This is an optimization exercise on Yosys and OpenROAD, whose aim is small area, not a production implementation. Where RTL was checked, it was by simulation tests only, not by an equivalence proof against the original.

==> run C: inputs <==
==> flow/design.v <==
module qdec_pos (
  input  wire        clk,
  input  wire        clr,         
  input  wire        inc,         
  input  wire        dec,         
  input  wire        add,         
  input  wire [1:0]  k,           
  input  wire [7:0]  l,           
  input  wire        neg,         
  output wire [2:0]  lcout,       
  output wire [31:0] pos
);
  reg [31:0] npos;     
  assign pos = ~npos;
  reg [4:0]  c;        
  reg [3:0]  isk, fill;
  reg [31:0] a, s;
  reg [8:0]  rc;       
  reg [3:0]  lco;      
  integer j, b, i;
  always @(*) begin
    c[0] = inc;
    for (j = 0; j < 4; j = j + 1) begin
      isk[j]  = add && (k == j);
      fill[j] = (add && (k < j)) ? neg : dec;
      c[j+1]  = isk[j] ? 1'b0 :
                fill[j] ? (c[j] | (|pos[8*j +: 8])) : (c[j] & (&pos[8*j +: 8]));
    end
    for (j = 0; j < 4; j = j + 1) begin
      rc[0] = c[j];
      for (b = 0; b < 8; b = b + 1) begin
        i = 8*j + b;
        a[i]    = isk[j] ? l[b] : fill[j];
        s[i]    = pos[i] ^ a[i] ^ rc[b];
        rc[b+1] = (pos[i] & a[i]) | (pos[i] & rc[b]) | (a[i] & rc[b]);
      end
      lco[j] = rc[8];
    end
  end
  assign lcout = lco[2:0];
  always @(posedge clk)
    npos <= clr ? 32'hffffffff : ~s;
endmodule
module qdec (
  input  wire        clk,
  input  wire        rst,
  input  wire [7:0]  cfg_pin_a1,
  input  wire [7:0]  cfg_pin_b1,
  input  wire [7:0]  cfg_pin_a2,
  input  wire [7:0]  cfg_pin_b2,
  input  wire        pin_a1,
  input  wire        pin_b1,
  input  wire        pin_a2,
  input  wire        pin_b2,
  input  wire        ev_valid,
  input  wire [15:0] ev_word,
  input  wire        host_valid,
  input  wire [7:0]  host_byte,
  output reg         rsp_valid,
  output reg  [31:0] rsp_data,
  output wire        irq_en,
  output wire        act_rpt
);
  reg        int_en;
  reg        rpt;
  reg  [1:0] rs;         
  reg        busy;       
  reg  [1:0] lane;       
  reg        arg_ch;     
  reg  [1:0] pend;       
  reg        la1, lb1, la2, lb2;
  wire [7:0] gpio = ev_word[7:0];
  wire own1 = (gpio == cfg_pin_a1) || (gpio == cfg_pin_b1);
  wire own2 = (gpio == cfg_pin_a2) || (gpio == cfg_pin_b2);
  wire upd1 = ev_valid && int_en && own1;
  wire upd2 = ev_valid && int_en && !own1 && own2;
  wire ca1 = pin_a1 ^ la1, cb1 = pin_b1 ^ lb1, x1 = pin_a1 ^ pin_b1;
  wire ca2 = pin_a2 ^ la2, cb2 = pin_b2 ^ lb2, x2 = pin_a2 ^ pin_b2;
  wire inc1 = upd1 && (ca1 ? x1 : (cb1 && !x1));
  wire dec1 = upd1 && (ca1 ? !x1 : (cb1 && x1));
  wire inc2 = upd2 && (ca2 ? x2 : (cb2 && !x2));
  wire dec2 = upd2 && (ca2 ? !x2 : (cb2 && x2));
  wire opc_vld   = host_valid && !busy;
  wire is_rdpos  = opc_vld && (host_byte[7:1] == 7'b0001000);
  wire is_rstpos = opc_vld && (host_byte[7:1] == 7'b0010000);
  wire is_addpos = opc_vld && (host_byte[7:1] == 7'b0011000);
  wire is_tglirq = opc_vld && (host_byte == 8'h40);
  wire is_tglrpt = opc_vld && (host_byte == 8'h50);
  wire operand   = host_valid && busy;
  wire       deca = arg_ch ? dec2 : dec1;
  wire [9:0] v    = {2'b00, host_byte} + {8'd0, pend} - {9'd0, deca};
  wire       neg  = v[9];
  wire       ovf  = v[8] & !v[9];
  wire [31:0] pos1, pos2;
  wire [2:0]  lc1, lc2;
  qdec_pos u_p1 (
    .clk(clk), .clr(rst || (is_rstpos && !host_byte[0])),
    .inc(inc1), .dec(dec1), .add(operand && !arg_ch), .k(lane), .l(v[7:0]), .neg(neg),
    .lcout(lc1), .pos(pos1)
  );
  qdec_pos u_p2 (
    .clk(clk), .clr(rst || (is_rstpos && host_byte[0])),
    .inc(inc2), .dec(dec2), .add(operand && arg_ch), .k(lane), .l(v[7:0]), .neg(neg),
    .lcout(lc2), .pos(pos2)
  );
  wire [2:0] lc = arg_ch ? lc2 : lc1;
  wire       lcarry = lc[lane];      
  always @(posedge clk) begin
    if (rst) begin
      busy <= 1'b0;
    end else if (operand) begin
      lane <= lane + 2'd1;
      pend <= {1'b0, lcarry} + {1'b0, ovf};
      if (lane == 2'd3) busy <= 1'b0;
    end else if (is_addpos) begin
      busy   <= 1'b1;
      lane   <= 2'd0;
      pend   <= 2'd0;
      arg_ch <= host_byte[0];
    end
  end
  always @(posedge clk) begin
    if (rst) begin
      la1 <= 1'b0; lb1 <= 1'b0; la2 <= 1'b0; lb2 <= 1'b0;
    end else begin
      if (upd1) begin la1 <= pin_a1; lb1 <= pin_b1; end
      if (upd2) begin la2 <= pin_a2; lb2 <= pin_b2; end
    end
  end
  always @(posedge clk) begin
    if (rst) begin
      int_en <= 1'b0;
      rpt    <= 1'b0;
      rs     <= 2'b00;
    end else begin
      rs[0] <= (is_rdpos && !host_byte[0]) || is_tglirq;
      rs[1] <= (is_rdpos &&  host_byte[0]) || is_tglirq;
      if (is_tglirq) int_en <= !int_en;
      if (is_tglrpt) rpt    <= !rpt;
    end
  end
  wire sel1 = rs[0] && !rs[1];
  wire sel2 = rs[1] && !rs[0];
  always @(*) begin
    rsp_valid = rs[0] || rs[1];
    rsp_data  = ({32{sel1}} & pos1) | ({32{sel2}} & pos2);
    rsp_data[0] = rsp_data[0] | (rs[0] && rs[1] && int_en);
  end
  assign irq_en  = int_en;
  assign act_rpt = rpt;
endmodule
==> flow/flow/run.sh <==
#!/bin/bash
# The standard layout, with the port buffers made from the smallest buffer
# (sky130_fd_sc_hd__buf_1) instead of the delay buffer buffer_ports picks.
set -euo pipefail
export BUFFER_PORTS_ARGS="-buffer_cell sky130_fd_sc_hd__buf_1"
bash standard.sh > standard.log 2>&1
==> flow/standard.sh <==
#!/bin/bash
# synth_recipe.tcl (not shown) runs the flow's synth.tcl, then flattens the netlist and writes it again
# the make line also repeats each setting of config.mk as NAME=value (left out here)
make -C /OpenROAD-flow-scripts/flow DESIGN_CONFIG=/design/flow/config.mk WORK_HOME=/design/flow/orfs CLKGATE_MAP_FILE= SYNTH_SCRIPT=/design/flow/synth_recipe.tcl "${@:-finish}"
==> flow/config.mk <==
export PLATFORM = sky130hd
export DESIGN_NAME = qdec
export DESIGN_NICKNAME = qdec
export VERILOG_FILES = /design/flow/design.v
export SDC_FILE = /design/flow/constraint.sdc
export NUM_CORES = 4
export LEC_CHECK = 0
export CAP_MARGIN = 20
export CORE_MARGIN = 2
export CORE_UTILIZATION = 40
export CTS_BUF_LIST = sky130_fd_sc_hd__clkbuf_8
export PLACE_DENSITY = 0.6
export SLEW_MARGIN = 20
==> flow/constraint.sdc <==
create_clock -name core_clock -period 10.0 [get_ports {clk}]
set_input_delay 2.0000 -clock core_clock [delete_from_list [all_inputs] [get_ports {clk}]]
set_output_delay 2.0000 -clock core_clock [all_outputs]
set_load 0.01 [all_outputs]
==> run R (differences from run C) <==
--- a/flow/design.v
+++ b/flow/design.v
@@ -9,2 +9,3 @@
   input  wire        neg,         
+  input  wire        ovf,         
   output wire [2:0]  lcout,       
@@ -25,3 +26,3 @@
       fill[j] = (add && (k < j)) ? neg : dec;
-      c[j+1]  = isk[j] ? 1'b0 :
+      c[j+1]  = isk[j] ? ovf :
                 fill[j] ? (c[j] | (|pos[8*j +: 8])) : (c[j] & (&pos[8*j +: 8]));
@@ -69,3 +70,3 @@
   reg        arg_ch;     
-  reg  [1:0] pend;       
+  reg        pend;       
   reg        la1, lb1, la2, lb2;
@@ -90,5 +91,16 @@
   wire       deca = arg_ch ? dec2 : dec1;
-  wire [9:0] v    = {2'b00, host_byte} + {8'd0, pend} - {9'd0, deca};
-  wire       neg  = v[9];
-  wire       ovf  = v[8] & !v[9];
+  wire       up   = pend & !deca;
+  wire       dn   = deca & !pend;
+  reg  [8:0] t;           
+  reg  [7:0] lv;
+  integer m;
+  always @(*) begin
+    t[0] = up | dn;
+    for (m = 0; m < 8; m = m + 1) begin
+      lv[m]   = host_byte[m] ^ t[m];
+      t[m+1]  = t[m] & (host_byte[m] ^ dn);
+    end
+  end
+  wire       neg  = t[8] & dn;
+  wire       ovf  = t[8] & up;
   wire [31:0] pos1, pos2;
@@ -97,3 +109,3 @@
     .clk(clk), .clr(rst || (is_rstpos && !host_byte[0])),
-    .inc(inc1), .dec(dec1), .add(operand && !arg_ch), .k(lane), .l(v[7:0]), .neg(neg),
+    .inc(inc1), .dec(dec1), .add(operand && !arg_ch), .k(lane), .l(lv), .neg(neg), .ovf(ovf),
     .lcout(lc1), .pos(pos1)
@@ -102,3 +114,3 @@
     .clk(clk), .clr(rst || (is_rstpos && host_byte[0])),
-    .inc(inc2), .dec(dec2), .add(operand && arg_ch), .k(lane), .l(v[7:0]), .neg(neg),
+    .inc(inc2), .dec(dec2), .add(operand && arg_ch), .k(lane), .l(lv), .neg(neg), .ovf(ovf),
     .lcout(lc2), .pos(pos2)
@@ -112,3 +124,3 @@
       lane <= lane + 2'd1;
-      pend <= {1'b0, lcarry} + {1'b0, ovf};
+      pend <= lcarry;
       if (lane == 2'd3) busy <= 1'b0;
@@ -117,3 +129,3 @@
       lane   <= 2'd0;
-      pend   <= 2'd0;
+      pend   <= 1'b0;
       arg_ch <= host_byte[0];
--- a/flow/config.mk
+++ b/flow/config.mk
@@ -11,2 +11,3 @@
 export CTS_BUF_LIST = sky130_fd_sc_hd__clkbuf_8
+export GPL_TIMING_DRIVEN = 0
 export PLACE_DENSITY = 0.6
==> out/metrics.csv <==
stage,metric,value,unit
setup_path,reg2reg_from,int_en,
die,initial_utilization,40.7,%
status,run_status,finished clean,
power_and_ir_drop,power.leakage,2.07,nW
synthesis,synthTopCellsByArea,"dfxtp_1, fa_1, nand2b_1",
# the run above: run C

==> out/metrics.csv <==
stage,metric,value,unit
sta,maxSlewViolCount,0,
synthesis,yosysSeqAreaShare,27.1,%
setup_path,reg2reg_from,la2,
finish,fin_util,45.6,%
die,initial_utilization,40.5,%
status,run_status,finished clean,
synthesis,synthTopCellsByArea,"dfxtp_1, fa_1, nand2b_1",
finish,finalInstanceArea,0.00657,mm²
# the run above: run R

Function not checked in run C: the RTL went through the layout flow alone.

[re-timing with driven ports]
No port has a modelled driver above. Below, the same layouts with a new extraction and two added sets of constraints.
Step 1, drivers: a clkbuf_16 drives clk and a buf_2 each remaining input, both assumed.
Step 2 also shifts input and output timing later by t, the mid clock arrival at the registers, as if the neighbouring blocks saw the same clock.
a / b / c = ideal ports / drivers / drivers and shift; a / b = the first two.
run	t, ns	setup slack, ns	latest minus earliest clock arrival (ns)	worst slew at a driven data input, ns
run C	0.414	0.353 / 0.367 / -0.047	0.007 / 0.007	0.04
run R	0.392	0.594 / 0.608 / 0.216	0.012 / 0.012	0.04
With both steps, setup timing fails in run C, where it was met with ideal ports. For run C, which loses most, drivers alone change the setup slack by +0.014 ns; drivers and shift together by -0.400 ns.
